This design comes from an exercise in tuning for small area, a short achievable clock period and few clock cycles on the open sky130 flow, not from production work.
Function was checked by simulation only, so behaviour that the tests miss may differ from the original.
Power and IR drop assume default switching activity.

==> flow/design.v <==
module rtb_arith (
    input  wire        clk,
    input  wire        rst,
    input  wire        in_valid,
    output wire        in_ready,
    input  wire [1:0]  op,
    input  wire [31:0] a,
    input  wire [31:0] b,
    output wire        out_valid,
    output wire [31:0] result,
    output wire        fits
);
    reg        rdy, ov, fit_q;
    reg        s_div, s_mul, s_pre, s_post, first;
    reg        is_f, neg;
    reg        big;         
    reg [4:0]  cnt;
    reg [31:0] d;
    reg [31:0] r;
    reg [31:0] q;
    assign in_ready  = rdy;
    assign out_valid = ov;
    assign result    = q;
    assign fits      = fit_q;
    wire [33:0] w   = {r, q[31:30]};
    wire [35:0] x   = {{2{s_mul & w[33]}}, w};
    wire [35:0] t1  = x - {4'b0000, d};
    wire [35:0] t2  = x - {3'b000, d, 1'b0};
    wire [35:0] c3s = x ^ {4'b1111, ~d} ^ {3'b111, ~d, 1'b1};
    wire [35:0] c3c = (x & {4'b1111, ~d}) | (x & {3'b111, ~d, 1'b1})
                    | ({4'b1111, ~d} & {3'b111, ~d, 1'b1});
    wire [36:0] t3c = {c3s, 1'b1} + {c3c[34:0], 1'b1, 1'b1};    
    wire [35:0] t3  = t3c[36:1];
    wire        g1  = ~t1[35];
    wire        g2  = ~t2[35];
    wire        g3  = ~t3[35];
    wire [1:0]  qd  = {g2, g3 | (g1 & ~g2)};
    wire        s3  = s_mul ? (q[1:0] == 2'd3) : g3;
    wire        s2  = s_mul ? (q[1:0] == 2'd2) : (g2 & ~g3);
    wire        s1  = s_mul ? (q[1:0] == 2'd1) : (g1 & ~g2);
    wire        s0  = s_mul ? (q[1:0] == 2'd0) : ~g1;
    wire [35:0] ts  = ({36{s3}} & t3) | ({36{s2}} & t2) | ({36{s1}} & t1) | ({36{s0}} & x);
    wire        qb  = g1;    
    wire skip16 = s_div & ~is_f & first & (q[31:16] < d[15:0]);
    wire [31:0] qneg = ~q + 32'd1;
    wire        last = (cnt == 5'd1);
    wire        nofit = is_f & first & (qb | big);
    reg [31:0] q_e, r_e;       
    always @* begin
        q_e = {q[15:0], 16'd0};
        r_e = {16'd0, q[31:16]};
        if (rdy) begin
            case (op)
                2'd0: begin q_e = 32'd0;        r_e = {2'b00, a[26:0], 3'd0}; end
                2'd1: begin q_e = {8'b11000000, a[23:0]}; r_e = 32'hFBFF_FFFF; end
                2'd2: begin q_e = a;            r_e = 32'd0; end
                default: begin q_e = 32'd0;     r_e = 32'd0; end
            endcase
        end else if (s_pre | s_post) begin
            q_e = qneg;
            r_e = 32'd0;
        end
    end
    wire        step = ~rdy & ~s_pre & ~s_post & ~skip16;
    wire [31:0] r_n  = ~step ? r_e : s_mul ? ts[35:4] : ts[31:0];
    wire [31:0] q_n  = ~step ? q_e
                     : (s_mul & last) ? ~{{3{ts[35]}}, ts[35:7]}
                     : s_mul ? {ts[3:2], 2'b00, q[29:2]}
                     : {q[29:0], qd & ~{2{nofit}}};
    always @(posedge clk) begin
        q  <= q_n;
        r  <= r_n;
        if (rst) begin
            rdy    <= 1'b1;
            ov     <= 1'b0;
            s_div  <= 1'b0;
            s_mul  <= 1'b0;
            s_pre  <= 1'b0;
            s_post <= 1'b0;
        end else begin
            ov <= 1'b0;
            if (rdy && in_valid) begin
                rdy   <= 1'b0;
                fit_q <= 1'b0;
                first <= 1'b1;
                is_f  <= (op == 2'd0);
                neg   <= 1'b0;
                big   <= |a[31:27];
                case (op)
                    2'd0: begin
                        d   <= b;
                        cnt <= 5'd13;
                        s_div <= 1'b1;
                    end
                    2'd1: begin
                        d     <= b;
                        cnt   <= 5'd12;
                        s_mul <= 1'b1;
                    end
                    2'd2: begin
                        d   <= {16'd0, b[15:0]};
                        neg <= a[31];
                        cnt <= 5'd16;
                        if (a[31]) s_pre <= 1'b1;
                        else       s_div <= 1'b1;
                    end
                    default: begin
                        rdy <= 1'b1;
                        ov  <= 1'b1;
                    end
                endcase
            end
            if (s_pre) begin
                s_pre <= 1'b0;
                s_div <= 1'b1;
            end
            if (s_div) begin
                cnt   <= cnt - 5'd1;
                first <= 1'b0;
                if (skip16) begin
                    cnt <= 5'd8;
                end else if (nofit) begin
                    s_div <= 1'b0;
                    rdy   <= 1'b1;
                    ov    <= 1'b1;
                end else if (last) begin
                    s_div <= 1'b0;
                    fit_q <= is_f;
                    if (neg)
                        s_post <= 1'b1;
                    else begin
                        rdy <= 1'b1;
                        ov  <= 1'b1;
                    end
                end
            end
            if (s_post) begin
                s_post <= 1'b0;
                rdy    <= 1'b1;
                ov     <= 1'b1;
            end
            if (s_mul) begin
                cnt <= cnt - 5'd1;
                if (last) begin
                    s_mul <= 1'b0;
                    rdy   <= 1'b1;
                    ov    <= 1'b1;
                end
            end
        end
    end
endmodule
export LEC_CHECK = 0
export CAP_MARGIN = 20
export CORE_MARGIN = 2
export CORE_UTILIZATION = 40
export GPL_TIMING_DRIVEN = 1
export PLACE_DENSITY = 0.6
export SLEW_MARGIN = 20
create_clock -name core_clock -period 10.0 [get_ports {clk}]
standard.sh (not shown) runs the stock make flow with config.mk's settings and CLKGATE_MAP_FILE= SYNTH_SCRIPT=/design/flow/synth_recipe.tcl, a recipe that flattens the netlist after the stock synthesis.
==> flow/flow/run.sh <==
#!/bin/bash
set -euo pipefail
export SETUP_SLACK_MARGIN=6.5
export TNS_END_PERCENT=0
export BUFFER_PORTS_ARGS="-buffer_cell sky130_fd_sc_hd__buf_2"
bash standard.sh > standard.log 2>&1
Testbench counts at the start, summed over its fixed seeds: cycles 34,385.
Next try:
CORE_UTILIZATION = 55   (was 40)
GPL_TIMING_DRIVEN = default   (was 1)
PLACE_DENSITY = 0.65   (was 0.6)
After rerunning: The new run finished with timing, DRC and antenna clean; die area shrinks by a quarter to a third; register-to-register slack degrades by 0.05 ns; clock skew came out higher by 0.0059 ns; count of clock-buffer cells in the layout drops by 1; global-route usage rose by 11 points; fmax came out lower slightly; worst setup slack is worse by 0.048 ns; non-clock buffer count came out higher by 3.
Next try:
==> flow/flow/run.sh (replaced) <==
#!/bin/bash
set -euo pipefail
export SETUP_SLACK_MARGIN=6.5
export TNS_END_PERCENT=0
export BUFFER_PORTS_ARGS="-buffer_cell sky130_fd_sc_hd__buf_1"
bash standard.sh > standard.log 2>&1
CORE_UTILIZATION = 40   (was 55)
PLACE_DENSITY = 0.6   (was 0.65)
Result:
- synthesized area does not change
- routed wire length grows by 2.4%
- global-route usage shrinks by 11 points
- design area grows by 2.0%
Next try:
==> flow/flow/run.sh (replaced) <==
#!/bin/bash
set -euo pipefail
export SETUP_SLACK_MARGIN=6.5
export TNS_END_PERCENT=0
export BUFFER_PORTS_ARGS="-buffer_cell sky130_fd_sc_hd__buf_2"
bash standard.sh > standard.log 2>&1
CORE_UTILIZATION = 65   (was 40)
PLACE_DENSITY = 0.8   (was 0.6)
The changed run finished with timing, DRC and antenna clean.
Global-route usage went up by 14 points.
Non-clock buffer count came out lower by 14.
Count of clock-buffer cells in the layout came out lower by 2.
Maximum frequency shrinks by 1.2%.
Via count rises by 5.2%.
Worst setup slack is worse by 0.051 ns.
Combinational power went down by about 5%.
Final area came out lower by 2.0%.
Clock skew stays flat.

-- what the ideal ports hide --
In the flow no input, the clock included, has a driving cell. The finished layouts below were timed again as built, in two steps.
Step 1 assumes that a clkbuf_16 drives the clock port and a buf_2 every other input.
Step 2 moves the port delays by t, midway between the first and last clock arrival at a register: inputs arrive t later, outputs are due t later. That takes back most of the time a late clock gives input paths.
a / b / c = no drivers / after step 1 / after step 2; a / b = the first two.
run	shift t [ns]	setup WS [ns]	hold slack, ns	latest minus earliest clock arrival (ns)
the first run	0.443	5.721 / 5.721 / 5.721	0.516 / 0.516 / 0.516	0.013 / 0.013
the second run	0.426	5.673 / 5.673 / 5.673	0.507 / 0.507 / 0.507	0.019 / 0.019
the third run	0.438	5.682 / 5.682 / 5.682	0.530 / 0.530 / 0.530	0.011 / 0.010
the fourth run	0.416	5.631 / 5.631 / 5.417	0.518 / 0.518 / 0.518	0.010 / 0.010
After both steps setup and hold are still met in every run listed. The setup slack of the fourth run, which loses most, moves by 0.000 ns with the drivers and by -0.214 ns with both steps.
